Context: an optimization exercise on an open-source flow, tuned for small area, a short achievable clock period and few clock cycles. The choices shown serve that exercise and are no tape-out recipe. Only simulation tests tie the RTL to the original design; equivalence was not proved.

## design.v

```verilog
module st_unit (
    input             clk,
    input             rst,
    input             cmd_valid,
    output reg        cmd_ready,
    input      [1:0]  cmd_op,
    input      [2:0]  cmd_sel,
    input      [31:0] cmd_x,
    input      [31:0] cmd_n,
    input      [47:0] cmd_mean,
    input      [63:0] cmd_m2,
    output reg        rsp_valid,
    output reg [31:0] rsp_n,
    output reg [47:0] rsp_mean,
    output reg [63:0] rsp_m2,
    output     [63:0] rsp_std,
    output reg        rsp_sat
);
    localparam NINST = 7;
    localparam F     = 16;
    localparam DK  = 4;                   
    localparam DNS = (64 + DK - 1) / DK;  
    localparam DW  = DNS * DK;
    localparam NS  = DNS;                 
    localparam PW  = 98;                  
    localparam OP_OBSERVE = 2'd0;
    localparam OP_LOAD    = 2'd1;
    localparam OP_STDDEV  = 2'd2;
    localparam OP_CLEAR   = 2'd3;
    localparam [31:0] SEED_TICKS = 32'd5000;
    localparam S_IDLE  = 4'd0;
    localparam S_SETUP = 4'd1;    
    localparam S_DIV   = 4'd2;    
    localparam S_MFIN  = 4'd4;    
    localparam S_WB    = 4'd5;    
    localparam S_VDIV  = 4'd6;    
    reg [31:0] st_n    [0:NINST-1];
    reg [47:0] st_mean [0:NINST-1];
    reg [63:0] st_m2   [0:NINST-1];
    reg [NINST-1:0] st_rst;
    reg [3:0]  state;
    reg [1:0]  c_op;
    reg [2:0]  c_sel;
    reg [31:0] c_x;          
    reg [47:0] abs_d;        
    reg [63:0] A;            
    reg [31:0] R;            
    reg [31:0] D;            
    reg [40:0] SR;           
    reg [39:0] Q;            
    reg [33:0] D3;           
    reg [PW-1:0] pS, pC;     
    reg [DK-1:0] md_a, md_q; 
    reg [NS-1:0] oh;         
    reg [DK-1:0] nb;         
    reg [4:0]    tl;         
    reg        neg;          
    reg        sat_n;
    assign rsp_std = {24'd0, Q};
    wire accept = cmd_valid & cmd_ready;
    function [NS-1:0] top1;
        input [NS-1:0] nz;
        integer k;
        reg seen;
        begin
            seen = 1'b0;
            for (k = NS - 1; k >= 1; k = k - 1) begin
                top1[k] = nz[k] & ~seen;
                seen    = seen | nz[k];
            end
            top1[0] = ~seen;
        end
    endfunction
    wire        cur_rst  = st_rst[c_sel];
    wire [31:0] cur_n    = cur_rst ? ((c_sel == 3'd0) ? 32'd1 : 32'd0) : st_n[c_sel];
    wire [47:0] cur_mean = cur_rst ? ((c_sel == 3'd0) ? {SEED_TICKS, {F{1'b0}}} : 48'd0) : st_mean[c_sel];
    wire [63:0] cur_m2   = cur_rst ? 64'd0 : st_m2[c_sel];
    wire is_obs = (c_op == OP_OBSERVE);
    wire [47:0] xf       = {c_x, {F{1'b0}}};
    wire        n_full   = &cur_n;
    wire        n_lt2    = (cur_n[31:1] == 31'd0);
    wire [31:0] n_pm     = cur_n + {{31{~is_obs}}, 1'b1};
    wire [31:0] n_new    = (is_obs & n_full) ? cur_n : n_pm;
    wire [33:0] x3_a     = {1'b0, cur_n, 1'b0};
    wire [33:0] x3_b     = {2'b0, cur_n};
    wire [33:0] x3_c     = is_obs ? (n_full ? 34'd0 : 34'd3) : {{32{1'b1}}, 2'b01};
    wire [33:0] n_x3     = (x3_a ^ x3_b ^ x3_c) +
                           (((x3_a & x3_b) | (x3_a & x3_c) | (x3_b & x3_c)) << 1);
    wire [47:0] ad_p = xf ^ ~cur_mean;
    reg  [47:0] ad_g, ad_pp;
    integer l, j;
    always @* begin
        ad_g  = xf & ~cur_mean;
        ad_pp = ad_p;
        for (l = 0; l < 6; l = l + 1)
            for (j = 0; j < 48; j = j + 1)
                if (((j >> l) & 1) == 1) begin
                    ad_g[j]  = ad_g[j] | (ad_pp[j] & ad_g[((j >> l) << l) - 1]);
                    ad_pp[j] = ad_pp[j] & ad_pp[((j >> l) << l) - 1];
                end
    end
    wire [47:0] ad_c0  = {ad_g[46:0], 1'b0};
    wire [47:0] ad_c1  = {ad_g[46:0] | ad_pp[46:0], 1'b1};
    wire [47:0] ad_s0  = ad_p ^ ad_c0;
    wire [47:0] ad_s1  = ad_p ^ ad_c1;
    wire        d_neg  = ~(ad_g[47] | ad_pp[47]);
    wire [47:0] d_abs  = d_neg ? ~ad_s0 : ad_s1;
    wire [63:0] dvd      = is_obs ? {16'd0, d_abs} : cur_m2;
    wire [DW-1:0] dvd_ext = {{(DW-64){1'b0}}, dvd};
    reg  [NS-1:0] dvd_nz;
    always @* begin
        dvd_nz = {NS{1'b0}};
        for (j = 0; j < DNS; j = j + 1) dvd_nz[j] = |dvd_ext[j*DK +: DK];
    end
    wire [DW-1:0] A_ext = {{(DW-64){1'b0}}, A};
    wire [DK-1:0] dv_bits = nb;
    reg  [31:0]   dv_r;
    reg  [DK-1:0] dv_q;
    reg  [33:0]   dv_rs;
    reg  [34:0]   dv_t1, dv_t2, dv_t3;
    integer t;
    always @* begin
        dv_r = R[31:0];
        for (t = DK/2 - 1; t >= 0; t = t - 1) begin
            dv_rs = {dv_r, dv_bits[2*t+1 -: 2]};
            dv_t1 = {1'b0, dv_rs} - {3'b0, D[31:0]};
            dv_t2 = {1'b0, dv_rs} - {2'b0, D[31:0], 1'b0};
            dv_t3 = {1'b0, dv_rs} - {1'b0, D3};
            if (!dv_t3[34]) begin
                dv_q[2*t+1 -: 2] = 2'd3; dv_r = dv_t3[31:0];
            end else if (!dv_t2[34]) begin
                dv_q[2*t+1 -: 2] = 2'd2; dv_r = dv_t2[31:0];
            end else if (!dv_t1[34]) begin
                dv_q[2*t+1 -: 2] = 2'd1; dv_r = dv_t1[31:0];
            end else begin
                dv_q[2*t+1 -: 2] = 2'd0; dv_r = dv_rs[31:0];
            end
        end
    end
    reg [DW-1:0] A_qw;
    always @* begin
        for (j = 0; j < DNS; j = j + 1)
            A_qw[j*DK +: DK] = oh[j] ? dv_q : A_ext[j*DK +: DK];
    end
    wire [DK:0]   md_d = {1'b0, md_a} + {1'b0, ~md_q} + {{DK{1'b0}}, state == S_MFIN};
    reg  [PW-1:0] cs_s, cs_c, row;
    always @* begin
        cs_s = pS << DK;
        cs_c = pC << DK;
        for (t = 0; t <= DK; t = t + 1) begin
            row  = {PW{md_d[t]}} & ({{(PW-48){1'b0}}, abs_d} << t);
            {cs_s, cs_c} = {cs_s ^ cs_c ^ row,
                            ((cs_s & cs_c) | (cs_s & row) | (cs_c & row)) << 1};
        end
    end
    wire [47:0] quot     = A[47:0];
    wire [47:0] mean_new = cur_mean + (quot ^ {48{neg}}) + {47'd0, neg};
    wire [PW-1:0] m2_row = {{(PW-64-F){1'b0}}, cur_m2, {F{1'b0}}};
    wire [PW-1:0] wb_s   = pS ^ pC ^ m2_row;
    wire [PW-1:0] wb_c   = ((pS & pC) | (pS & m2_row) | (pC & m2_row)) << 1;
    wire [PW-1:0] m2_sum = wb_s + wb_c;
    wire        m2_ovf   = |m2_sum[PW-1:64+F];
    wire [63:0] m2_new   = m2_ovf ? 64'hFFFF_FFFF_FFFF_FFFF : m2_sum[63+F:F];
    wire        tl_busy = |tl;
    wire [3:0]  sq_bits = (tl_busy & ~tl[4]) ? 4'd0 : md_q;
    reg  [40:0] sq_r;
    reg  [39:0] sq_q;
    reg  [42:0] sq_rs;
    reg  [42:0] sq_tr;
    reg  [43:0] sq_df;
    always @* begin
        sq_r = SR;
        sq_q = Q;
        for (t = 1; t >= 0; t = t - 1) begin
            sq_rs = {sq_r, sq_bits[2*t+1 -: 2]};
            sq_tr = {1'b0, sq_q, 2'b01};
            sq_df = {1'b0, sq_rs} - {1'b0, sq_tr};
            sq_q  = {sq_q[38:0], ~sq_df[43]};
            sq_r  = sq_df[43] ? sq_rs[40:0] : sq_df[40:0];
        end
    end
    reg [31:0] n_aft;
    reg [47:0] mean_aft;
    reg [63:0] m2_aft;
    always @* begin
        case (c_op)
        OP_LOAD:    begin n_aft = c_x;      mean_aft = abs_d;    m2_aft = A;      end
        OP_CLEAR:   begin n_aft = 32'd0;    mean_aft = 48'd0;    m2_aft = 64'd0;  end
        OP_OBSERVE: begin n_aft = D;        mean_aft = mean_new; m2_aft = m2_new; end
        default:    begin n_aft = cur_n;    mean_aft = cur_mean; m2_aft = cur_m2; end
        endcase
    end
    wire st_we = (state == S_WB) | ((state == S_SETUP) & c_op[0]);
    wire setup_wait = tl_busy & (~is_obs | ~(|dvd_nz[NS-1:3]));
    wire v_end = (state == S_VDIV) & oh[0];
    wire last  = (state == S_WB) | ((state == S_SETUP) & c_op[0] & ~tl_busy) | v_end;
    wire [4:0] tl_nx = v_end ? 5'b10000 : (tl >> 1);
    wire rsp_ld = (state == S_WB) | v_end |
                  ((state == S_SETUP) & ~setup_wait & (c_op[0] | ((c_op == OP_STDDEV) & n_lt2)));
    reg [3:0]    ns;
    reg [NS-1:0] noh;
    always @* begin
        ns  = state;
        noh = oh >> 1;
        case (state)
        S_IDLE: ;
        S_SETUP: begin
            noh = top1(dvd_nz);
            if (!setup_wait)
                case (c_op)
                OP_OBSERVE: ns = S_DIV;
                OP_STDDEV:  ns = n_lt2 ? S_IDLE : S_VDIV;
                default:    ns = S_IDLE;
                endcase
        end
        S_DIV:   if (oh[0]) ns = S_MFIN;
        S_MFIN:  ns = S_WB;
        S_VDIV:  if (oh[0]) ns = S_IDLE;
        S_WB:    ns = S_IDLE;
        default: ns = S_IDLE;
        endcase
        if (accept) ns = S_SETUP;
    end
    wire [DW-1:0] nb_src = (state == S_SETUP) ? dvd_ext : A_ext;
    reg  [DK-1:0] nb_nx;
    always @* begin
        nb_nx = {DK{1'b0}};
        for (j = 0; j < DNS; j = j + 1)
            nb_nx = nb_nx | ({DK{noh[j]}} & nb_src[j*DK +: DK]);
    end
    wire [1:0] op_nx = accept ? cmd_op : c_op;
    wire ready_nx = (ns == S_IDLE) | (ns == S_WB) |
                    ((ns == S_SETUP) & op_nx[0] & (tl_nx == 5'd0)) |
                    ((ns == S_VDIV) & noh[0]);
    always @(posedge clk) begin
        if (rst) begin
            state     <= S_IDLE;
            cmd_ready <= 1'b1;
            rsp_valid <= 1'b0;
            tl        <= 5'd0;
            st_rst    <= {NINST{1'b1}};
        end else begin
            state     <= ns;
            cmd_ready <= ready_nx;
            rsp_valid <= (rsp_ld & ~v_end) | tl[0];
            tl        <= tl_nx;
            if (st_we) st_rst[c_sel] <= 1'b0;
        end
        oh <= noh;
        nb <= nb_nx;
        if (st_we) begin
            st_n[c_sel]    <= n_aft;
            st_mean[c_sel] <= mean_aft;
            st_m2[c_sel]   <= m2_aft;
        end
        if (rsp_ld) begin
            rsp_n    <= n_aft;
            rsp_mean <= mean_aft;
            rsp_m2   <= m2_aft;
            rsp_sat  <= (state == S_WB) & (sat_n | m2_ovf);
        end
        case (state)
        S_SETUP: begin
            if (is_obs) begin
                abs_d <= d_abs;
                neg   <= d_neg;
                sat_n <= n_full;
            end
            if (!c_op[0]) A <= dvd;    
            D <= n_new;
            D3 <= n_x3;
        end
        S_DIV, S_VDIV: begin
            A <= A_qw[63:0];
        end
        default: ;
        endcase
        if ((state == S_SETUP) & ~tl_busy) begin
            SR   <= 41'd0;
            Q    <= 40'd0;
        end else begin
            SR   <= sq_r;
            Q    <= sq_q;
        end
        if (state == S_SETUP) begin
            R    <= 32'd0;
            pS   <= ~{{(PW-48){1'b0}}, d_abs};
            pC   <= {{(PW-1){1'b0}}, 1'b1};
            md_a <= {DK{1'b0}};
            md_q <= {DK{1'b0}};
        end else begin
            R    <= dv_r;
            pS   <= cs_s;
            pC   <= cs_c;
            md_a <= dv_bits;
            md_q <= dv_q;
        end
        if (accept) begin
            c_op  <= cmd_op;
            c_sel <= cmd_sel;
            c_x   <= (cmd_op == OP_LOAD) ? cmd_n : cmd_x;
            abs_d <= cmd_mean;
            A     <= cmd_m2;
        end
    end
endmodule
```

## run.sh

```bash
#!/bin/bash
# synth_recipe.tcl (not shown) runs the flow's synth.tcl, then flattens the netlist and writes it again
# the make line also repeats each setting of config.mk as NAME=value (left out here)
make -C /OpenROAD-flow-scripts/flow DESIGN_CONFIG=/design/flow/config.mk WORK_HOME=/design/flow/orfs CLKGATE_MAP_FILE= SYNTH_SCRIPT=/design/flow/synth_recipe.tcl finish
```

## config.mk

```make
export PLATFORM = sky130hd
export DESIGN_NAME = st_unit
export DESIGN_NICKNAME = st_unit
export VERILOG_FILES = /design/flow/design.v
export SDC_FILE = /design/flow/constraint.sdc
export NUM_CORES = 4
export LEC_CHECK = 0
export ABC_CLOCK_PERIOD_IN_PS = 6000
export CAP_MARGIN = 20
export CORE_MARGIN = 2
export CORE_UTILIZATION = 60
export SETUP_SLACK_MARGIN = 3
export SLEW_MARGIN = 20
```

## constraint.sdc

```tcl
create_clock -name core_clock -period 11.0 [get_ports {clk}]
set_input_delay 2.2000 -clock core_clock [delete_from_list [all_inputs] [get_ports {clk}]]
set_output_delay 2.2000 -clock core_clock [all_outputs]
set_load 0.01 [all_outputs]
```

==> summary.log, run 1 <==
[worst_hold_path] worst hold path type reg2reg
[synthesis] number of enable flip-flop cells after synthesis 1368
[synthesis] syn avg cell area 11.00 um2
[clock_network] Post-CTS Hold Fix Bufs 0
[clock_network] buffer levels on the longest clock path 3
[synthesis] distinct cell type count of the synthesized netlist 114
[finish] layout net count 11640
[sta] unrepaired setup endpoints after global routing true
[setup_path] most repeated library cell on the critical path a21oi_2
[sta] achievable clock frequency 123.4 MHz
[status] outcome timing/DRC/antenna clean
[sta] final worst clock skew 0.04883 ns
[drt] count of nets left with antenna violations after detail routing 0
[setup_path] crit path kind reg2reg
[clock_network] clock tree from TritonCTS done
[setup_path] worst-path maximum fanout 26
[grt] total congestion overflow 0
[sta] Final Cycle Share 73.69%
[floorplanning] die area 182700 um2
[setup_path] Slowest-stage cell, CP edfxtp_1
[finish] P&R area growth vs syn 16.64%
[synthesis] Synth async-reset ratio 0%
[clock_network] clock sink count 1723
[sta] setup violators final 0
[placement] post-place setup slack 0.6504 ns
[sta] setup ws final 2.894 ns
[floorplanning] Site Rows 155
[synthesis] most numerous cell in the Yosys netlist edfxtp_1
[drt] initial DRC count 10610
[sta] Slew @ Worst Pin 1.272 ns
[synthesis] area share of the largest cell type after synthesis 38.19%
[setup_path] Worst Reg2Reg Path Length in Cells 38
[drt] average wire per standard cell 29.61 um
[drt] number of optimization iterations in the first detailed-route pass 9
[synthesis] most used standard cells in the synthesized netlist edfxtp_1 (1368), ha_1 (798), nand2_1 (798)
[drt] Post-Route WL 379500 um
[clock_network] clock buffers created by TritonCTS 179
[floorplanning] Die X-Extent 427.4 um
[placement] GP Congestion 1.040
[finish] fraction of final layout cells sized beyond drive strength 1 13.09%
[synthesis] flip-flop cell with the highest count after synthesis edfxtp_1
[synthesis] Synth Instances 9783
[grt] total global routing track utilization 40.26%
[sta] shortest clock period the worst path allows after layout 8.106 ns
[drt] DR vias/cell 6.532
[setup_path] Worst Setup End Kind flop
[setup_path] Startpoint Class flop
[placement] half-perimeter wire length of the detailed placement result 265900 um
[worst_hold_path] worst hold stages 2
[clock_network] master cell of the clock root buffer clkbuf_16
[drt] total vias in the final route 83730
[grt] antenna violations before repair 16
[placement] number of placed cells counting well taps 12250
[placement] I/O Buffers 370
[synthesis] portion of the post-synthesis area used by sequential elements 44.79%
[synthesis] warning count from the yosys run 1
[synthesis] Post-Syn Area 107600 um2
[sta] Final Hold Fails 0
[synthesis] Synth Register Bits 1723
[clock_network] insertion delay to the later sink of the worst-skew pair 0.90 ns
[setup_path] arrival time of the worst setup path 8.70 ns
[setup_path] WP data required 11.60 ns
[floorplanning] Vert. Die Dim 427.4 um
[sta] setup tns final 0 ns
[clock_network] number of H-tree branching levels 4
[grt] global-route wire length before repair 535400 um
[grt] via count of the first global-routing pass 80320
[floorplanning] num ports 395
[setup_path] slowest stage delay, CP 0.42 ns
[sta] relative slew slack 14.95%
[synthesis] leading post-synthesis cells by cell area edfxtp_1 (38%), ha_1 (9.3%), dfxtp_1 (6.6%)
[clock_network] clock input transition at the sequential cells of the worst setup and hold paths 0.06 ns
[grt] pin count of the biggest net entering global routing 196
[floorplanning] Core ar. 178200 um2
[run] number of maximum-capacitance violations 0
[floorplanning] effective utilization at floorplan 60.36%
[synthesis] cell type with the highest aggregate area in the netlist edfxtp_1
[drt] DRC Markers 0
[sta] final slew viol count 0
[finish] filler-free cell count of the finished design 12820
==> through the flow <==
step / util [%] / cell area [um2] / hold slack, ns
after global routing: 70.39 / 125500 / 0.4685
after floorplan: - / 107900 / 0.4218
final: 70.40 / 125500 / 0.4561
after detailed placement: 64.04 / 114100 / 0.4381
after global placement: 64.03 / 114100 / 0.4327
after CTS: 68.63 / 122300 / 0.4474
==> layer usage <==
metal	global-route usage [%]	wire length, um
met1	52.34	141700
met2	60.95	167400
met3	8.511	39430
met4	26.92	30870
met5	0	126
==> final cells by class <==
| class | instances | area, um2 |
|---|---|---|
| fill | 12850 | 52750 |
| inverter | 616 | 2359 |
| clock inverter | 119 | 1304 |
| multi-input combinational | 7013 | 58010 |
| timing repair buffer | 776 | 7964 |
| sequential | 1723 | 48200 |
| clock buffer | 210 | 4669 |
| antenna | 7 | 17.52 |
| tap | 2355 | 2947 |
==> flip-flops by register name, indices dropped and copies added (netlist names), 5 cells and up, named ones only <==
name,cells
A,64
D,31
D3,34
Q,40
R,32
SR,41
abs_d,48
c_x,32
oh,16
pC,94
pS,98
rsp_m2,64
rsp_mean,48
rsp_n,32
st_m2,448
st_mean,336
st_n,224
st_rst,7
tl,5
==> worst paths after layout <==
path             end  slack [ns]   from
min          md_a[2]        0.46  nb[2]
max reg2reg    A[25]        2.89  D[10]
max            A[25]        2.89  D[10]
min reg2reg  md_a[2]        0.46  nb[2]
==> worst max-delay path, delay by kind of cell (launching register included) <==
family | cells | cell delay, ns
DFF | 1 | 0.42
AOI/OAI and AO/OA | 26 | 5.06
and+or+nand+nor | 6 | 1.04
adders and majority gates | 2 | 0.60
buffers and inverters | 4 | 0.68
==> logic make-up (layout without fill, tap and decap cells) <==
logic type,after synthesis,in the layout,share of synthesized area [%]
AOI/OAI and AO/OA,2249,2249,13.23
xor gates and xnor gates,445,445,3.623
adders and majority gates,1151,1151,15.85
buffers and inverters,1073,1721,4.076
DFF,1723,1723,44.79
muxes,596,596,7.225
other,1,32,0.003486
and+or+nand+nor,2545,2547,11.20
==> cells in the final DEF, fill, tap and decap left out, types with 229 or more instances in the layout <==
| cell | instances |
|---|---|
| ha_1 | 783 |
| buf_4 | 294 |
| clkdlybuf4s50_1 | 370 |
| xnor2_1 | 229 |
| nand2_1 | 784 |
| fa_1 | 348 |
| a21o_1 | 243 |
| dfxtp_1 | 349 |
| edfxtp_1 | 1368 |
| o21ai_0 | 496 |
| inv_1 | 599 |
| a21oi_1 | 545 |
| mux2i_1 | 364 |
| nor2_1 | 665 |
==> repair_timing <==
| action | in CTS | in global routing |
|---|---|---|
| gates resized for setup | 262 | 419 |
| setup endpoints to repair | 680 | 676 |
| pin swaps | 60 | 160 |
| buffers inserted | 121 | 84 |
| gates cloned | 7 | 21 |
Testbench counts, summed over its fixed seeds: cycles 27,761.
==> inputs of run 2 (changes only) <==
--- a/design.v
+++ b/design.v
@@ -112,12 +112,39 @@
         dvd_nz = {NS{1'b0}};
         for (j = 0; j < DNS; j = j + 1) dvd_nz[j] = |dvd_ext[j*DK +: DK];
     end
+    wire [NS-1:0] dv_top = top1(dvd_nz);
+    reg  [DK-1:0] dv_tdig;
+    always @* begin
+        dv_tdig = {DK{1'b0}};
+        for (j = 0; j < DNS; j = j + 1)
+            dv_tdig = dv_tdig | ({DK{dv_top[j]}} & dvd_ext[j*DK +: DK]);
+    end
+    reg  [NS-1:0] m2_nz;
+    always @* begin
+        m2_nz = {NS{1'b0}};
+        for (j = 0; j < DNS; j = j + 1)
+            m2_nz[j] = |({{(DW-64){1'b0}}, cur_m2} >> (j*DK)) & {DK{1'b1}};
+    end
+    wire [NS-1:0] m2_top = top1(m2_nz);
+    reg  [DK-1:0] m2_tdig, m2_nxt;
+    always @* begin
+        m2_tdig = {DK{1'b0}};
+        m2_nxt  = {DK{1'b0}};
+        for (j = 0; j < DNS; j = j + 1) begin
+            m2_tdig = m2_tdig | ({DK{m2_top[j]}} & (({{(DW-64){1'b0}}, cur_m2} >> (j*DK)) & {DK{1'b1}}));
+            if (j > 0)
+                m2_nxt = m2_nxt | ({DK{m2_top[j]}} & (({{(DW-64){1'b0}}, cur_m2} >> ((j-1)*DK)) & {DK{1'b1}}));
+        end
+    end
+    wire sk = ~is_obs & ~m2_top[0] &
+              ((cur_n[31:5] != 27'd0) | ({1'b0, m2_tdig} + 5'd2 <= cur_n[4:0]));
     wire [DW-1:0] A_ext = {{(DW-64){1'b0}}, A};
     wire [DK-1:0] dv_bits = nb;
     reg  [31:0]   dv_r;
     reg  [DK-1:0] dv_q;
     reg  [33:0]   dv_rs;
     reg  [34:0]   dv_t1, dv_t2, dv_t3;
+    reg           dv_g1, dv_g2, dv_g3;
     integer t;
     always @* begin
         dv_r = R[31:0];
@@ -126,15 +153,14 @@
             dv_t1 = {1'b0, dv_rs} - {3'b0, D[31:0]};
             dv_t2 = {1'b0, dv_rs} - {2'b0, D[31:0], 1'b0};
             dv_t3 = {1'b0, dv_rs} - {1'b0, D3};
-            if (!dv_t3[34]) begin
-                dv_q[2*t+1 -: 2] = 2'd3; dv_r = dv_t3[31:0];
-            end else if (!dv_t2[34]) begin
-                dv_q[2*t+1 -: 2] = 2'd2; dv_r = dv_t2[31:0];
-            end else if (!dv_t1[34]) begin
-                dv_q[2*t+1 -: 2] = 2'd1; dv_r = dv_t1[31:0];
-            end else begin
-                dv_q[2*t+1 -: 2] = 2'd0; dv_r = dv_rs[31:0];
-            end
+            dv_g3 = ~dv_t3[34];
+            dv_g2 = ~dv_t2[34];
+            dv_g1 = ~dv_t1[34];
+            dv_q[2*t+1 -: 2] = {dv_g2, dv_g3 | (dv_g1 & ~dv_g2)};
+            dv_r = ({32{dv_g3}}           & dv_t3[31:0]) |
+                   ({32{dv_g2 & ~dv_g3}}  & dv_t2[31:0]) |
+                   ({32{dv_g1 & ~dv_g2}}  & dv_t1[31:0]) |
+                   ({32{~dv_g1}}          & dv_rs[31:0]);
         end
     end
     reg [DW-1:0] A_qw;
@@ -205,7 +231,7 @@
         case (state)
         S_IDLE: ;
         S_SETUP: begin
-            noh = top1(dvd_nz);
+            noh = sk ? (m2_top >> 1) : dv_top;
             if (!setup_wait)
                 case (c_op)
                 OP_OBSERVE: ns = S_DIV;
@@ -221,13 +247,13 @@
         endcase
         if (accept) ns = S_SETUP;
     end
-    wire [DW-1:0] nb_src = (state == S_SETUP) ? dvd_ext : A_ext;
-    reg  [DK-1:0] nb_nx;
+    reg  [DK-1:0] nb_dv;
     always @* begin
-        nb_nx = {DK{1'b0}};
+        nb_dv = {DK{1'b0}};
         for (j = 0; j < DNS; j = j + 1)
-            nb_nx = nb_nx | ({DK{noh[j]}} & nb_src[j*DK +: DK]);
+            nb_dv = nb_dv | ({DK{noh[j]}} & A_ext[j*DK +: DK]);
     end
+    wire [DK-1:0] nb_nx = (state == S_SETUP) ? (sk ? m2_nxt : dv_tdig) : nb_dv;
     wire [1:0] op_nx = accept ? cmd_op : c_op;
     wire ready_nx = (ns == S_IDLE) | (ns == S_WB) |
                     ((ns == S_SETUP) & op_nx[0] & (tl_nx == 5'd0)) |
@@ -283,7 +309,7 @@
             Q    <= sq_q;
         end
         if (state == S_SETUP) begin
-            R    <= 32'd0;
+            R    <= sk ? {{(32-DK){1'b0}}, m2_tdig} : 32'd0;
             pS   <= ~{{(PW-48){1'b0}}, d_abs};
             pC   <= {{(PW-1){1'b0}}, 1'b1};
             md_a <= {DK{1'b0}};
==> run 2 against run 1 <==
  * Still clean
  * Cell count up 0.78%
  * Critical path depth up 2
  * Non-clock buffer count up 108
==> summary.log, run 2 <==
[status] outcome timing/DRC/antenna clean
[finish] most frequent standard cell in the layout excluding fill and tap cells edfxtp_1
[finish] biggest registers after layout st_m2 x448, st_mean x336, st_n x224
[grt] Global Route met2 Usage 61.85%
[synthesis] most numerous cell in the Yosys netlist edfxtp_1
[grt] Global Route met3 Usage 10.28%
[finish] P&R area growth vs syn 18.81%
[synthesis] most used standard cells in the synthesized netlist edfxtp_1 (1368), ha_1 (804), nand2_1 (782)
[setup_path] Slowest-stage cell, CP edfxtp_1
[placement] number of placed cells counting well taps 12210
[run] number of maximum-capacitance violations 0
[setup_path] Worst Setup End Kind flop
[grt] global-route wire length before repair 549500 um
[synthesis] warning count from the yosys run 1
[sta] unrepaired setup endpoints after global routing true
[sta] setup violators final 0
[finish] layout net count 11730
[worst_hold_path] worst hold stages 2
[finish] number of flip-flops in the largest register 448
[floorplanning] effective utilization at floorplan 60.34%
[placement] half-perimeter wire length of the detailed placement result 269200 um
[grt] layer with the highest usage met2
[grt] via count of the first global-routing pass 81090
[synthesis] cell type with the highest aggregate area in the netlist edfxtp_1
[synthesis] Post-Syn Area 107700 um2
[setup_path] cell count along the critical path 40
[finish] core occupancy in the finished layout 71.69%
[grt] total congestion overflow 0
[clock_network] clock buffers created by TritonCTS 186
[synthesis] leading post-synthesis cells by cell area edfxtp_1 (38%), ha_1 (9.3%), dfxtp_1 (6.6%)
[floorplanning] num ports 395
[sta] setup tns final 0 ns
[sta] Hold WS 0.5043 ns
[drt] count of nets left with antenna violations after detail routing 0
[synthesis] Synth Instances 9744
[synthesis] Synth Register Bits 1723
[placement] GP Congestion 1.027
[setup_path] worst-path maximum fanout 7
[setup_path] WP data required 11.62 ns
[setup_path] Worst Reg2Reg Path Length in Cells 40
[finish] most flop-heavy register st_m2
[grt] pin count of the biggest net entering global routing 134
[sta] relative slew slack 16.33%
[setup_path] slowest stage delay, CP 0.43 ns
[setup_path] arrival time of the worst setup path 8.87 ns
[sta] final worst clock skew 0.05296 ns
[sta] Final Hold Fails 0
[sta] Final Cycle Share 74.96%
[drt] average wire per standard cell 30.48 um
[drt] initial DRC count 11620
[sta] final slew viol count 0
[floorplanning] die area 182800 um2
[clock_network] insertion delay to the later sink of the worst-skew pair 0.88 ns
[floorplanning] Site Rows 155
[drt] number of optimization iterations in the first detailed-route pass 12
[synthesis] area share of the largest cell type after synthesis 38.16%
[drt] DRC Markers 0
[drt] Post-Route WL 393700 um
[sta] shortest clock period the worst path allows after layout 8.246 ns
[grt] total global routing track utilization 41.49%
[clock_network] number of H-tree branching levels 4
[grt] antenna violations before repair 23
[grt] met1 capacity usage during global routing 55.47%
[clock_network] master cell of the clock root buffer clkbuf_16
[synthesis] number of enable flip-flop cells after synthesis 1368
[clock_network] clock input transition at the sequential cells of the worst setup and hold paths 0.06 ns
[finish] top library cells by usage in the layout, fill and taps aside edfxtp_1 (1368), ha_1 (770), nand2_1 (765), inv_1 (589), nor2_1 (555)
[synthesis] syn avg cell area 11.05 um2
[synthesis] distinct cell type count of the synthesized netlist 111
[synthesis] portion of the post-synthesis area used by sequential elements 44.76%
[drt] total vias in the final route 85650
[setup_path] critical path buffer and inverter count 4
[clock_network] clock sink count 1723
[clock_network] Post-CTS Hold Fix Bufs 0
[setup_path] Startpoint Class flop
[sta] achievable clock frequency 121.3 MHz
[placement] I/O Buffers 370
[synthesis] Synth async-reset ratio 0%
[clock_network] clock tree from TritonCTS done
[floorplanning] Die X-Extent 427.6 um
[clock_network] buffer levels on the longest clock path 3
[drt] DR vias/cell 6.630
[floorplanning] Core ar. 178400 um2
[synthesis] flip-flop cell with the highest count after synthesis edfxtp_1
[sta] Slew @ Worst Pin 1.250 ns
[worst_hold_path] worst hold path type reg2reg
[floorplanning] Vert. Die Dim 427.6 um
[finish] filler-free cell count of the finished design 12920
[setup_path] crit path kind reg2reg
[setup_path] flop2flop setup slack 2.75 ns
[finish] fraction of final layout cells sized beyond drive strength 1 15.47%
[setup_path] Crit path max-delay family compound AO/OA/AOI/OAI gates
## run 2: path summary, 6_finish.rpt
kind,end,startpoint
max,A[20],D[0]
min,Q[12],Q[10]
max reg2reg,A[20],D[0]
min reg2reg,Q[12],Q[10]
## run 2: routing by layer
layer	routed length, um	share of wire (%)	up-vias
met5	127	0.032	-
met2	171400	44	5604
li1	-	-	36630
met4	27990	7.1	22
met1	147900	38	42250
met3	46320	12	1146
## run 2: logic make-up (layout without fill, tap and decap cells)
group	after synthesis	count (layout)	synth area share, %
adders and majority gates	1157	1157	15.91
muxes	558	559	6.903
xor gates and xnor gates	464	464	3.775
DFF	1723	1723	44.76
and+or+nand+nor	2487	2487	11.19
other	1	41	0.003483
AOI/OAI and AO/OA	2273	2275	13.32
buffers and inverters	1081	1858	4.142
## run 2: through the flow
stage	area (um2)	setup slack (ns)
after global routing	127900	2.583
after CTS	124400	2.988
after floorplan	108300	2.283
after global placement	114200	0.7915
final	127900	2.754
after detailed placement	114200	0.7192
## run 2: final cells by class
type	instances	area, um2
Multi-Input combinational cell	6967	58830
Inverter	629	2437
Fill cell	12500	50510
Timing Repair inverter	1	8.758
Clock inverter	118	1308
Sequential cell	1723	48200
Antenna cell	16	40.04
Tap cell	2355	2947
Clock buffer	226	4981
Timing Repair Buffer	884	9160
## run 2: timing repair
action | in CTS | in global routing
setup endpoints to repair | 773 | 677
pin swaps | 121 | 241
gates resized for setup | 388 | 417
setup buffers | 155 | 154
cloned | 21 | 15
## run 2: worst reg2reg max path: cells and delay by family, from the launching register on
family                     cells  cell delay [ns]
and+or+nand+nor                6             1.05
buffers and inverters          4             0.51
DFF                            1             0.43
AOI/OAI and AO/OA             27             5.18
adders and majority gates      3             0.81
Testbench counts of run 2, summed over its fixed seeds: cycles 27,351.
==> inputs of run 3 (changes only) <==
--- a/design.v
+++ b/design.v
@@ -32,7 +32,6 @@
     localparam S_SETUP = 4'd1;    
     localparam S_DIV   = 4'd2;    
     localparam S_MFIN  = 4'd4;    
-    localparam S_WB    = 4'd5;    
     localparam S_VDIV  = 4'd6;    
     reg [31:0] st_n    [0:NINST-1];
     reg [47:0] st_mean [0:NINST-1];
@@ -54,6 +53,8 @@
     reg [NS-1:0] oh;         
     reg [DK-1:0] nb;         
     reg [4:0]    tl;         
+    reg          wb_v;       
+    reg [2:0]    wb_sel;
     reg        neg;          
     reg        sat_n;
     assign rsp_std = {24'd0, Q};
@@ -72,6 +73,7 @@
         end
     endfunction
     wire        cur_rst  = st_rst[c_sel];
+    wire [63:0] m2_new;      
     wire [31:0] cur_n    = cur_rst ? ((c_sel == 3'd0) ? 32'd1 : 32'd0) : st_n[c_sel];
     wire [47:0] cur_mean = cur_rst ? ((c_sel == 3'd0) ? {SEED_TICKS, {F{1'b0}}} : 48'd0) : st_mean[c_sel];
     wire [63:0] cur_m2   = cur_rst ? 64'd0 : st_m2[c_sel];
@@ -116,8 +118,9 @@
     reg  [DK-1:0] dv_tdig;
     always @* begin
         dv_tdig = {DK{1'b0}};
-        for (j = 0; j < DNS; j = j + 1)
+        for (j = 0; j < DNS; j = j + 1) begin
             dv_tdig = dv_tdig | ({DK{dv_top[j]}} & dvd_ext[j*DK +: DK]);
+        end
     end
     reg  [NS-1:0] m2_nz;
     always @* begin
@@ -181,12 +184,12 @@
     end
     wire [47:0] quot     = A[47:0];
     wire [47:0] mean_new = cur_mean + (quot ^ {48{neg}}) + {47'd0, neg};
-    wire [PW-1:0] m2_row = {{(PW-64-F){1'b0}}, cur_m2, {F{1'b0}}};
-    wire [PW-1:0] wb_s   = pS ^ pC ^ m2_row;
-    wire [PW-1:0] wb_c   = ((pS & pC) | (pS & m2_row) | (pC & m2_row)) << 1;
-    wire [PW-1:0] m2_sum = wb_s + wb_c;
+    wire [PW-1:0] m2_row = {{(PW-64-F){1'b0}}, {64{state == S_MFIN}} & cur_m2, {F{1'b0}}};
+    wire [PW-1:0] mf_s   = cs_s ^ cs_c ^ m2_row;
+    wire [PW-1:0] mf_c   = ((cs_s & cs_c) | (cs_s & m2_row) | (cs_c & m2_row)) << 1;
+    wire [PW-1:0] m2_sum = pS + pC;
     wire        m2_ovf   = |m2_sum[PW-1:64+F];
-    wire [63:0] m2_new   = m2_ovf ? 64'hFFFF_FFFF_FFFF_FFFF : m2_sum[63+F:F];
+    assign      m2_new   = m2_ovf ? 64'hFFFF_FFFF_FFFF_FFFF : m2_sum[63+F:F];
     wire        tl_busy = |tl;
     wire [3:0]  sq_bits = (tl_busy & ~tl[4]) ? 4'd0 : md_q;
     reg  [40:0] sq_r;
@@ -212,17 +215,24 @@
         case (c_op)
         OP_LOAD:    begin n_aft = c_x;      mean_aft = abs_d;    m2_aft = A;      end
         OP_CLEAR:   begin n_aft = 32'd0;    mean_aft = 48'd0;    m2_aft = 64'd0;  end
-        OP_OBSERVE: begin n_aft = D;        mean_aft = mean_new; m2_aft = m2_new; end
         default:    begin n_aft = cur_n;    mean_aft = cur_mean; m2_aft = cur_m2; end
         endcase
+        if (state == S_MFIN) begin
+            n_aft = D; mean_aft = mean_new;
+        end
+        if (wb_v) m2_aft = m2_new;
     end
-    wire st_we = (state == S_WB) | ((state == S_SETUP) & c_op[0]);
-    wire setup_wait = tl_busy & (~is_obs | ~(|dvd_nz[NS-1:3]));
+    wire k_ok = |dvd_nz[NS-1:3];
+    wire setup_wait = (tl_busy & (~is_obs | ~k_ok)) |
+                      (wb_v & (c_op[0] | ((c_op == OP_STDDEV) & n_lt2) | (c_sel == wb_sel)));
     wire v_end = (state == S_VDIV) & oh[0];
-    wire last  = (state == S_WB) | ((state == S_SETUP) & c_op[0] & ~tl_busy) | v_end;
+    wire last  = (state == S_MFIN) | ((state == S_SETUP) & c_op[0] & ~setup_wait) | v_end;
+    wire st_we = (state == S_MFIN) | ((state == S_SETUP) & c_op[0] & ~setup_wait);
+    wire [2:0] st_a = wb_v ? wb_sel : c_sel;
     wire [4:0] tl_nx = v_end ? 5'b10000 : (tl >> 1);
-    wire rsp_ld = (state == S_WB) | v_end |
+    wire rsp_ld = wb_v | v_end |
                   ((state == S_SETUP) & ~setup_wait & (c_op[0] | ((c_op == OP_STDDEV) & n_lt2)));
+    wire rsp_ld_nm = (state == S_MFIN) | (rsp_ld & ~wb_v);
     reg [3:0]    ns;
     reg [NS-1:0] noh;
     always @* begin
@@ -240,9 +250,8 @@
                 endcase
         end
         S_DIV:   if (oh[0]) ns = S_MFIN;
-        S_MFIN:  ns = S_WB;
+        S_MFIN:  ns = S_IDLE;
         S_VDIV:  if (oh[0]) ns = S_IDLE;
-        S_WB:    ns = S_IDLE;
         default: ns = S_IDLE;
         endcase
         if (accept) ns = S_SETUP;
@@ -255,8 +264,8 @@
     end
     wire [DK-1:0] nb_nx = (state == S_SETUP) ? (sk ? m2_nxt : dv_tdig) : nb_dv;
     wire [1:0] op_nx = accept ? cmd_op : c_op;
-    wire ready_nx = (ns == S_IDLE) | (ns == S_WB) |
-                    ((ns == S_SETUP) & op_nx[0] & (tl_nx == 5'd0)) |
+    wire ready_nx = (ns == S_IDLE) | (ns == S_MFIN) |
+                    ((ns == S_SETUP) & op_nx[0] & (tl_nx == 5'd0) & (state != S_MFIN)) |
                     ((ns == S_VDIV) & noh[0]);
     always @(posedge clk) begin
         if (rst) begin
@@ -264,26 +273,34 @@
             cmd_ready <= 1'b1;
             rsp_valid <= 1'b0;
             tl        <= 5'd0;
+            wb_v      <= 1'b0;
             st_rst    <= {NINST{1'b1}};
         end else begin
             state     <= ns;
             cmd_ready <= ready_nx;
             rsp_valid <= (rsp_ld & ~v_end) | tl[0];
             tl        <= tl_nx;
+            wb_v      <= (state == S_MFIN);
             if (st_we) st_rst[c_sel] <= 1'b0;
         end
         oh <= noh;
+        if (state == S_MFIN) begin
+            wb_sel  <= c_sel;
+        end
         nb <= nb_nx;
         if (st_we) begin
             st_n[c_sel]    <= n_aft;
             st_mean[c_sel] <= mean_aft;
-            st_m2[c_sel]   <= m2_aft;
         end
-        if (rsp_ld) begin
+        if (st_we | wb_v)
+            st_m2[st_a]    <= m2_aft;
+        if (rsp_ld_nm) begin
             rsp_n    <= n_aft;
             rsp_mean <= mean_aft;
+        end
+        if (rsp_ld) begin
             rsp_m2   <= m2_aft;
-            rsp_sat  <= (state == S_WB) & (sat_n | m2_ovf);
+            rsp_sat  <= wb_v & (sat_n | m2_ovf);
         end
         case (state)
         S_SETUP: begin
@@ -316,8 +333,8 @@
             md_q <= {DK{1'b0}};
         end else begin
             R    <= dv_r;
-            pS   <= cs_s;
-            pC   <= cs_c;
+            pS   <= mf_s;
+            pC   <= mf_c;
             md_a <= dv_bits;
             md_q <= dv_q;
         end
==> run 3 against run 2 <==
  * Non-clock buffer count fell by 247
  * First-iteration DRC count decreased by 16%
  * Register-to-register slack got worse by 0.09 ns
  * Critical path type unchanged
  * Via count barely moved
  * Setup slack worse by 0.094 ns
  * Wire length shrank 3.4%
==> summary.log, run 3 <==
[setup_path] flop2flop setup slack 2.66 ns
[floorplanning] Core ar. 182700 um2
[drt] DRC Markers 0
[sta] final slew viol count 0
[setup_path] worst-path maximum fanout 6
[setup_path] crit path kind reg2reg
[grt] global-route wire length before repair 544500 um
[synthesis] warning count from the yosys run 1
[synthesis] most used standard cells in the synthesized netlist edfxtp_1 (1371), nand2_1 (854), ha_1 (781)
[finish] most frequent standard cell in the layout excluding fill and tap cells edfxtp_1
[synthesis] most numerous cell in the Yosys netlist edfxtp_1
[finish] most flop-heavy register st_m2
[drt] total vias in the final route 85600
[synthesis] flip-flop cell with the highest count after synthesis edfxtp_1
[drt] Post-Route WL 380100 um
[placement] number of placed cells counting well taps 12570
[synthesis] Post-Syn Area 110000 um2
[finish] biggest registers after layout st_m2 x448, st_mean x336, st_n x224
[sta] relative slew slack 19.56%
[finish] P&R area growth vs syn 13.51%
[clock_network] clock tree from TritonCTS done
[finish] filler-free cell count of the finished design 13050
[clock_network] insertion delay to the later sink of the worst-skew pair 0.87 ns
[drt] count of nets left with antenna violations after detail routing 0
[grt] total congestion overflow 0
[clock_network] Post-CTS Hold Fix Bufs 0
[synthesis] number of enable flip-flop cells after synthesis 1371
[synthesis] Synth async-reset ratio 0%
[sta] setup ws final 2.660 ns
[clock_network] clock buffers created by TritonCTS 182
[drt] DR vias/cell 6.562
[sta] Final Cycle Share 75.81%
[synthesis] Synth Instances 10120
[drt] number of optimization iterations in the first detailed-route pass 10
[placement] I/O Buffers 370
[synthesis] Synth Register Bits 1726
[clock_network] buffer levels on the longest clock path 3
[sta] shortest clock period the worst path allows after layout 8.340 ns
[floorplanning] num ports 395
[setup_path] slowest stage delay, CP 0.45 ns
[grt] via count of the first global-routing pass 82420
[synthesis] syn avg cell area 10.86 um2
[clock_network] clock sink count 1726
[setup_path] most repeated library cell on the critical path buf_6
[placement] half-perimeter wire length of the detailed placement result 279200 um
[sta] Final Hold Fails 0
[grt] pin count of the biggest net entering global routing 122
[setup_path] WP data required 11.60 ns
[synthesis] portion of the post-synthesis area used by sequential elements 43.90%
[drt] average wire per standard cell 29.14 um
[finish] core occupancy in the finished layout 68.33%
[placement] GP Congestion 1.042
[setup_path] Slowest-stage cell, CP a211o_2
[status] outcome timing/DRC/antenna clean
[finish] number of flip-flops in the largest register 448
[floorplanning] die area 186700 um2
[floorplanning] Vert. Die Dim 432.1 um
[setup_path] arrival time of the worst setup path 8.94 ns
[setup_path] Startpoint Class flop
[clock_network] number of H-tree branching levels 4
[finish] fraction of final layout cells sized beyond drive strength 1 10.65%
[sta] setup tns final 0 ns
[sta] achievable clock frequency 119.9 MHz
[run] number of maximum-capacitance violations 0
[grt] total global routing track utilization 39.73%
[sta] Slew @ Worst Pin 1.207 ns
[synthesis] distinct cell type count of the synthesized netlist 105
[synthesis] leading post-synthesis cells by cell area edfxtp_1 (37%), ha_1 (8.9%), fa_1 (7.1%)
[finish] layout net count 11830
[synthesis] cell type with the highest aggregate area in the netlist edfxtp_1
[grt] antenna violations before repair 27
[clock_network] clock input transition at the sequential cells of the worst setup and hold paths 0.07 ns
[worst_hold_path] worst hold path type reg2reg
[sta] unrepaired setup endpoints after global routing true
[finish] top library cells by usage in the layout, fill and taps aside edfxtp_1 (1371), nand2_1 (846), ha_1 (774), nor2_1 (661), inv_1 (644)
[placement] post-place setup slack 1.028 ns
[sta] setup violators final 0
[floorplanning] Die X-Extent 432.1 um
[drt] initial DRC count 9815
[setup_path] Worst Setup End Kind flop
[synthesis] area share of the largest cell type after synthesis 37.44%
[floorplanning] Site Rows 157
[sta] final worst clock skew 0.07112 ns
[floorplanning] effective utilization at floorplan 60.19%
[clock_network] master cell of the clock root buffer clkbuf_16
-- run 3: cell count changes after synthesis, moves of 52 or more --
| cell | before | now |
|---|---|---|
| nand2_1 | 782 | 854 |
| o22ai_1 | 87 | 15 |
| nor2_1 | 609 | 703 |
| o21ai_0 | 591 | 524 |
| a21o_1 | 233 | 181 |
| a221oi_1 | 24 | 156 |
| a21oi_1 | 590 | 657 |
| mux2i_1 | 342 | 258 |
-- run 3: area by class of cell --
class / instances / area, um2
fillers: 13500 / 57860
repair buffers: 637 / 6267
diodes: 21 / 52.55
flip-flops and latches: 1726 / 48290
multi-input cells: 7276 / 58470
clock buffers: 235 / 4970
clock inverters: 109 / 1299
inverters: 656 / 2492
well taps: 2385 / 2984
-- run 3: critical path, delay by kind of cell, from the launching register on --
kind,cells,cell delay [ns]
compound gates,20,4.18
simple gates,7,1.61
buf+inv,8,1.01
fa+ha+maj,3,0.84
flops,1,0.41
-- run 3: metrics by stage --
stage	hold WS (ns)	instance area (um2)
2_1_floorplan	0.4212	110500
3_3_place_gp	0.4282	116100
3_5_place_dp	0.4404	116100
4_1_cts	0.4536	123600
5_1_grt	0.4751	124800
6_report	0.4558	124800
-- run 3: logic make-up (layout without fill, tap and decap cells) --
group | after synthesis | after routing | share of synthesized area (%)
XOR/XNOR | 454 | 454 | 3.616
other | 1 | 46 | 0.003410
flip-flops | 1726 | 1726 | 43.90
AO/OA/AOI/OAI | 2325 | 2325 | 13.72
multiplexers | 490 | 490 | 6.151
AND/OR/NAND/NOR | 2807 | 2812 | 12.26
adder cells (fa/ha/maj) | 1170 | 1170 | 15.97
buffers and inverters | 1149 | 1637 | 4.383
-- run 3: per-layer routing --
layer | track usage, % | up-vias | part of all wire (%)
met5 | 0 | - | 0.029
met4 | 26.58 | 16 | 7.8
met3 | 7.211 | 1129 | 8.9
met2 | 62.42 | 4722 | 46
met1 | 50.46 | 42220 | 38
li1 | - | 37520 | -
-- run 3: worst paths after layout --
check                                 end  depth (start not counted)  startpoint
worst max-delay path                A[52]                         38        D[0]
worst min-delay path            st_rst[6]                          1   st_rst[6]
worst max register to register      A[52]                         38        D[0]
worst min register to register  st_rst[6]                          1   st_rst[6]
-- run 3: timing repair --
item                       in CTS  in global routing
setup endpoints to repair     133                373
buffers inserted               52                 45
resized for setup             144                169
gates cloned                    7                  5
pin swaps                      57                 90
Testbench counts of run 3, summed over its fixed seeds: cycles 26,654.
==> inputs of run 4 (changes only) <==
--- a/config.mk
+++ b/config.mk
@@ -5,7 +5,7 @@
 export SDC_FILE = /design/flow/constraint.sdc
 export NUM_CORES = 4
 export LEC_CHECK = 0
-export ABC_CLOCK_PERIOD_IN_PS = 6000
+export ABC_CLOCK_PERIOD_IN_PS = 6500
 export CAP_MARGIN = 20
 export CORE_MARGIN = 2
 export CORE_UTILIZATION = 60
==> run 4 against run 3 <==
  * Still clean
  * Core utilization stayed put
  * First-iteration DRC count stayed put
  * Cell count stayed put
  * Global-route usage stayed put
  * Setup slack stayed put
  * Area after synthesis stayed put
  * Hold slack stayed put
  * Flip-flop and latch count stayed put
  * Count of clock-buffer cells in the layout stayed put
  * Via count stayed put
  * Critical path type unchanged
  * Largest cell class unchanged
==> summary.log, run 4 <==
[grt] global-route wire length before repair 544500 um
[finish] most flop-heavy register st_m2
[synthesis] cell type with the highest aggregate area in the netlist edfxtp_1
[finish] filler cell count in the final layout 13500
[sta] final slew viol count 0
[placement] placed inst area 116100 um2
[synthesis] Synth async-reset ratio 0%
[status] outcome timing/DRC/antenna clean
[drt] DRC Markers 0
[sta] setup tns final 0 ns
[clock_network] Post-CTS Hold Fix Bufs 0
[setup_path] Startpoint Class flop
[placement] post-place setup slack 1.028 ns
[sta] setup violators final 0
[synthesis] portion of the post-synthesis area used by sequential elements 43.90%
[clock_network] insertion delay to the later sink of the worst-skew pair 0.87 ns
[finish] filler-free cell count of the finished design 13050
[setup_path] Worst Setup End Kind flop
[grt] total congestion overflow 0
[drt] total vias in the final route 85600
[sta] setup ws final 2.660 ns
[synthesis] most used standard cells in the synthesized netlist edfxtp_1 (1371), nand2_1 (854), ha_1 (781)
[clock_network] number of H-tree branching levels 4
[finish] area of all sequential standard cells 48290 um2
[worst_hold_path] worst hold path type reg2reg
[floorplanning] num ports 395
[floorplanning] die area 186700 um2
[synthesis] number of enable flip-flop cells after synthesis 1371
[finish] most frequent standard cell in the layout excluding fill and tap cells edfxtp_1
[finish] combined area of the multi-input logic cells 58470 um2
[placement] GP Congestion 1.042
[setup_path] Slowest-stage cell, CP a211o_2
[synthesis] area share of the largest cell type after synthesis 37.44%
[synthesis] distinct cell type count of the synthesized netlist 105
[setup_path] crit path kind reg2reg
[floorplanning] Vert. Die Dim 432.1 um
[sta] Hold WS 0.4558 ns
[finish] finished layout cell area 124800 um2
[drt] routed length on met2 173500 um
[drt] highest routing layer actually used met5
[drt] number of optimization iterations in the first detailed-route pass 10
[synthesis] warning count from the yosys run 1
[floorplanning] effective utilization at floorplan 60.19%
[setup_path] worst-path maximum fanout 6
[drt] Routed met1 length 143000 um
[clock_network] clock buffers created by TritonCTS 182
[sta] shortest clock period the worst path allows after layout 8.340 ns
[synthesis] Post-Syn Area 110000 um2
[grt] antenna violations before repair 27
[setup_path] WP data required 11.60 ns
[finish] core occupancy in the finished layout 68.33%
[sta] Slew @ Worst Pin 1.207 ns
[clock_network] clock tree from TritonCTS done
[run] number of maximum-capacitance violations 0
[placement] I/O Buffers 370
[clock_network] clock input transition at the sequential cells of the worst setup and hold paths 0.07 ns
[drt] Post-Route WL 380100 um
[grt] total global routing track utilization 39.73%
[synthesis] Synth Register Bits 1726
[drt] count of nets left with antenna violations after detail routing 0
[placement] number of placed cells counting well taps 12570
[clock_network] clock sink count 1726
[synthesis] syn avg cell area 10.86 um2
[synthesis] most numerous cell in the Yosys netlist edfxtp_1
[synthesis] flip-flop cell with the highest count after synthesis edfxtp_1
[sta] relative slew slack 19.56%
[finish] fraction of final layout cells sized beyond drive strength 1 10.65%
[clock_network] buffer levels on the longest clock path 3
[synthesis] leading post-synthesis cells by cell area edfxtp_1 (37%), ha_1 (8.9%), fa_1 (7.1%)
[sta] unrepaired setup endpoints after global routing true
[grt] via count of the first global-routing pass 82420
[floorplanning] Core ar. 182700 um2
[sta] Final Hold Fails 0
[finish] number of flip-flops in the largest register 448
[drt] average wire per standard cell 29.14 um
[synthesis] Synth Instances 10120
[setup_path] critical path buffer and inverter count 8
[setup_path] slowest stage delay, CP 0.45 ns
[finish] layout net count 11830
[sta] final worst clock skew 0.07112 ns
[drt] detailed-routed wire length on met3 34010 um
[drt] DR vias/cell 6.562
[setup_path] most repeated library cell on the critical path buf_6
[clock_network] master cell of the clock root buffer clkbuf_16
[sta] achievable clock frequency 119.9 MHz
[setup_path] Crit path max-delay family compound AO/OA/AOI/OAI gates
[finish] top library cells by usage in the layout, fill and taps aside edfxtp_1 (1371), nand2_1 (846), ha_1 (774), nor2_1 (661), inv_1 (644)
[drt] initial DRC count 9815
[grt] pin count of the biggest net entering global routing 122
[floorplanning] Die X-Extent 432.1 um
[setup_path] arrival time of the worst setup path 8.94 ns
[placement] half-perimeter wire length of the detailed placement result 279200 um
[floorplanning] Site Rows 157
[finish] biggest registers after layout st_m2 x448, st_mean x336, st_n x224
[finish] P&R area growth vs syn 13.51%
[sta] Final Cycle Share 75.81%
## run 4: cell counts in the layout (fill, tap and decap cells not counted)
No cell type changed its count.
## run 4: layout make-up
type	count	area share (%)
Multi-Input combinational cell	7276	46.84
Sequential cell	1726	38.69
Timing Repair Buffer	637	5.021
Clock buffer	235	3.981
Tap cell	2385	2.391
Inverter	656	1.997
Clock inverter	109	1.040
Antenna cell	21	0.04210
## run 4: worst paths after layout
| check | from | end | slack, ns | cells after the start |
|---|---|---|---|---|
| setup / recovery | D[0] | A[52] | 2.66 | 38 |
| hold / removal | st_rst[6] | st_rst[6] | 0.46 | 1 |
| setup reg to reg | D[0] | A[52] | 2.66 | 38 |
| hold reg to reg | st_rst[6] | st_rst[6] | 0.46 | 1 |
## run 4: cells by family after synthesis
group	after synthesis	share of synthesized area, %
simple gates	2807	12.26
other cells	1	0.003410
compound gates	2325	13.72
xor+xnor	454	3.616
buf+inv	1149	4.383
flops	1726	43.90
fa+ha+maj	1170	15.97
mux	490	6.151
## run 4: what timing repair did
action / in CTS / in global routing
resized for setup: 144 / 169
setup endpoints to repair: 133 / 373
pin swaps: 57 / 90
cloned: 7 / 5
buffers inserted: 52 / 45
## run 4: per-layer routing
metal,vias up,global-route usage (%)
li1,37520,-
met1,42220,50.46
met2,4722,62.42
met3,1129,7.211
met4,16,26.58
met5,-,0
==> inputs of run 5 (changes only) <==
--- a/config.mk
+++ b/config.mk
@@ -5,9 +5,9 @@
 export SDC_FILE = /design/flow/constraint.sdc
 export NUM_CORES = 4
 export LEC_CHECK = 0
-export ABC_CLOCK_PERIOD_IN_PS = 6500
+export ABC_CLOCK_PERIOD_IN_PS = 6000
 export CAP_MARGIN = 20
 export CORE_MARGIN = 2
-export CORE_UTILIZATION = 60
+export CORE_UTILIZATION = 57
 export SETUP_SLACK_MARGIN = 3
 export SLEW_MARGIN = 20
==> run 5 against run 4 <==
  * Setup slack gained 0.14 ns
  * Critical endpoint is now A[24]
  * Register-to-register slack gained 0.14 ns
  * Non-clock buffer count grew 45
  * Core utilization shrank 2.9 points
  * Area after synthesis is the same
==> summary.log, run 5 <==
[floorplanning] num ports 395
[floorplanning] Vert. Die Dim 443.2 um
[synthesis] warning count from the yosys run 1
[synthesis] distinct cell type count of the synthesized netlist 105
[drt] initial DRC count 9436
[setup_path] worst-path maximum fanout 6
[grt] antenna violations before repair 25
[synthesis] Synth Register Bits 1726
[setup_path] WP data required 11.61 ns
[sta] final worst clock skew 0.08543 ns
[finish] layout net count 11880
[sta] final slew viol count 0
[worst_hold_path] worst hold path type reg2reg
[finish] top library cells by usage in the layout, fill and taps aside edfxtp_1 (1371), nand2_1 (846), ha_1 (768), nor2_1 (659), inv_1 (641)
[clock_network] clock input transition at the sequential cells of the worst setup and hold paths 0.07 ns
[grt] total congestion overflow 0
[clock_network] number of H-tree branching levels 4
[setup_path] Slowest-stage cell, CP o211ai_1
[synthesis] Synth async-reset ratio 0%
[clock_network] clock sink count 1726
[synthesis] area share of the largest cell type after synthesis 37.44%
[sta] Final Hold Fails 0
[floorplanning] Core ar. 192200 um2
[clock_network] master cell of the clock root buffer clkbuf_16
[drt] DR vias/cell 6.433
[clock_network] buffer levels on the longest clock path 3
[clock_network] Post-CTS Hold Fix Bufs 0
[sta] shortest clock period the worst path allows after layout 8.202 ns
[setup_path] Startpoint Class flop
[grt] pin count of the biggest net entering global routing 160
[grt] via count of the first global-routing pass 81940
[status] outcome timing/DRC/antenna clean
[finish] number of flip-flops in the largest register 448
[clock_network] insertion delay to the later sink of the worst-skew pair 0.91 ns
[finish] biggest registers after layout st_m2 x448, st_mean x336, st_n x224
[drt] total vias in the final route 85070
[sta] Slew @ Worst Pin 1.266 ns
[run] number of maximum-capacitance violations 0
[clock_network] clock buffers created by TritonCTS 184
[synthesis] cell type with the highest aggregate area in the netlist edfxtp_1
[drt] average wire per standard cell 28.99 um
[synthesis] leading post-synthesis cells by cell area edfxtp_1 (37%), ha_1 (8.9%), fa_1 (7.1%)
[grt] global-route wire length before repair 549800 um
[synthesis] most used standard cells in the synthesized netlist edfxtp_1 (1371), nand2_1 (854), ha_1 (781)
[sta] relative slew slack 15.00%
[floorplanning] Site Rows 161
[finish] P&R area growth vs syn 14.33%
[setup_path] Worst Setup End Kind flop
[placement] half-perimeter wire length of the detailed placement result 282400 um
[sta] setup violators final 0
[setup_path] most repeated library cell on the critical path a211o_1
[floorplanning] Die X-Extent 443.2 um
[clock_network] clock tree from TritonCTS done
[synthesis] number of enable flip-flop cells after synthesis 1371
[placement] GP Congestion 1.067
[synthesis] portion of the post-synthesis area used by sequential elements 43.90%
[finish] core occupancy in the finished layout 65.42%
[drt] Post-Route WL 383300 um
[sta] achievable clock frequency 121.9 MHz
[synthesis] Synth Instances 10120
[finish] fraction of final layout cells sized beyond drive strength 1 11.09%
[drt] number of optimization iterations in the first detailed-route pass 10
[sta] setup tns final 0 ns
[drt] count of nets left with antenna violations after detail routing 0
[drt] DRC Markers 0
[finish] most flop-heavy register st_m2
[grt] total global routing track utilization 38.01%
[setup_path] slowest stage delay, CP 0.45 ns
[placement] I/O Buffers 370
[synthesis] Post-Syn Area 110000 um2
[synthesis] most numerous cell in the Yosys netlist edfxtp_1
[floorplanning] die area 196400 um2
[sta] Final Cycle Share 74.57%
[setup_path] arrival time of the worst setup path 8.82 ns
[sta] unrepaired setup endpoints after global routing true
[synthesis] syn avg cell area 10.86 um2
[synthesis] flip-flop cell with the highest count after synthesis edfxtp_1
[floorplanning] effective utilization at floorplan 57.22%
[finish] most frequent standard cell in the layout excluding fill and tap cells edfxtp_1
[setup_path] crit path kind reg2reg
run 5: cell counts after synthesis:
Identical to the previous run, type by type.
run 5: through the flow:
stage          hold slack [ns]  area (um2)  std cells  setup WS, ns
2_1_floorplan           0.4212      110500      10150         2.878
3_3_place_gp            0.4285      116500      12730         1.473
3_5_place_dp            0.4407      116500      12730         1.267
4_1_cts                 0.4548      124300      13140         2.858
5_1_grt                 0.4923      125700      13210         2.610
6_report                0.4606      125700      13220         2.798
run 5: timing repair:
| action | CTS | global route |
|---|---|---|
| gates resized for setup | 183 | 164 |
| buffers inserted | 55 | 61 |
| gates cloned | 5 | 8 |
| pin swaps | 71 | 78 |
| endpoints found under the setup margin | 158 | 157 |
run 5: final timing paths:
path,start,endpoint,slack [ns],cells past startpoint
max,nb[2],A[24],2.80,36
min,st_rst[0],st_rst[0],0.46,1
min reg2reg,st_rst[0],st_rst[0],0.46,1
max reg2reg,nb[2],A[24],2.80,36
run 5: cell type report:
class,instances,area (um2)
Clock inverter,119,1579
Tap cell,2526,3161
Timing Repair Buffer,682,6814
Clock buffer,228,4810
Multi-Input combinational cell,7272,58540
Antenna cell,14,35.03
Inverter,656,2492
Fill cell,14910,66450
Sequential cell,1726,48290
run 5: routing by layer:
layer  wire length, um  global-route usage, %  part of all wire, %  vias to the layer above
li1                  -                      -                    -                    37620
met1            146600                  48.21                   38                    42120
met2            174600                  59.73                   46                     4259
met3             33150                  7.859                  8.6                     1052
met4             28850                  23.99                  7.5                       20
met5               124                      0                0.032                        -
run 5: cells by family after synthesis:
group	share of synthesized area, %
AO/OA/AOI/OAI	13.72
XOR/XNOR	3.616
adder cells (fa/ha/maj)	15.97
buffers and inverters	4.383
flip-flops	43.90
multiplexers	6.151
other	0.003410
AND/OR/NAND/NOR	12.26
run 5: critical path: cells and delay by family (launching register included):
kind	cells	cell delay (ns)
buffers and inverters	7	0.90
AND/OR/NAND/NOR	4	0.62
flip-flops	1	0.34
AO/OA/AOI/OAI	22	5.27
adder cells (fa/ha/maj)	3	0.82

[re-timing with driven ports]
In the flow no input, the clock included, has a driving cell. The finished layouts below were timed again as built, in two steps. Step 1 sets driving cells, clkbuf_16 on the clock port and buf_2 on the other inputs (assumed; they add their load-dependent delay and slew). Step 2 adds t to the input delays and takes it off the output delays; t is the mean of the earliest and latest rising clock arrival at the registers after step 1. Input paths then give back, and output paths get back, about the clock's delay inside the block. Three values: ideal ports, drivers, drivers and shift; two values: the first two.
run	t (ns)	slack for setup (ns)	worst setup path at the end	cell pins on the clock port's net
run 1	0.972	2.894 / 2.894 / 2.894	register to register	1
run 2	0.942	2.754 / 2.754 / 2.754	register to register	1
run 3	0.939	2.660 / 2.660 / 2.660	register to register	1
run 4	0.939	2.660 / 2.660 / 2.660	register to register	1
run 5	0.968	2.798 / 2.798 / 2.798	register to register	1
After both steps every run listed still meets setup and hold.
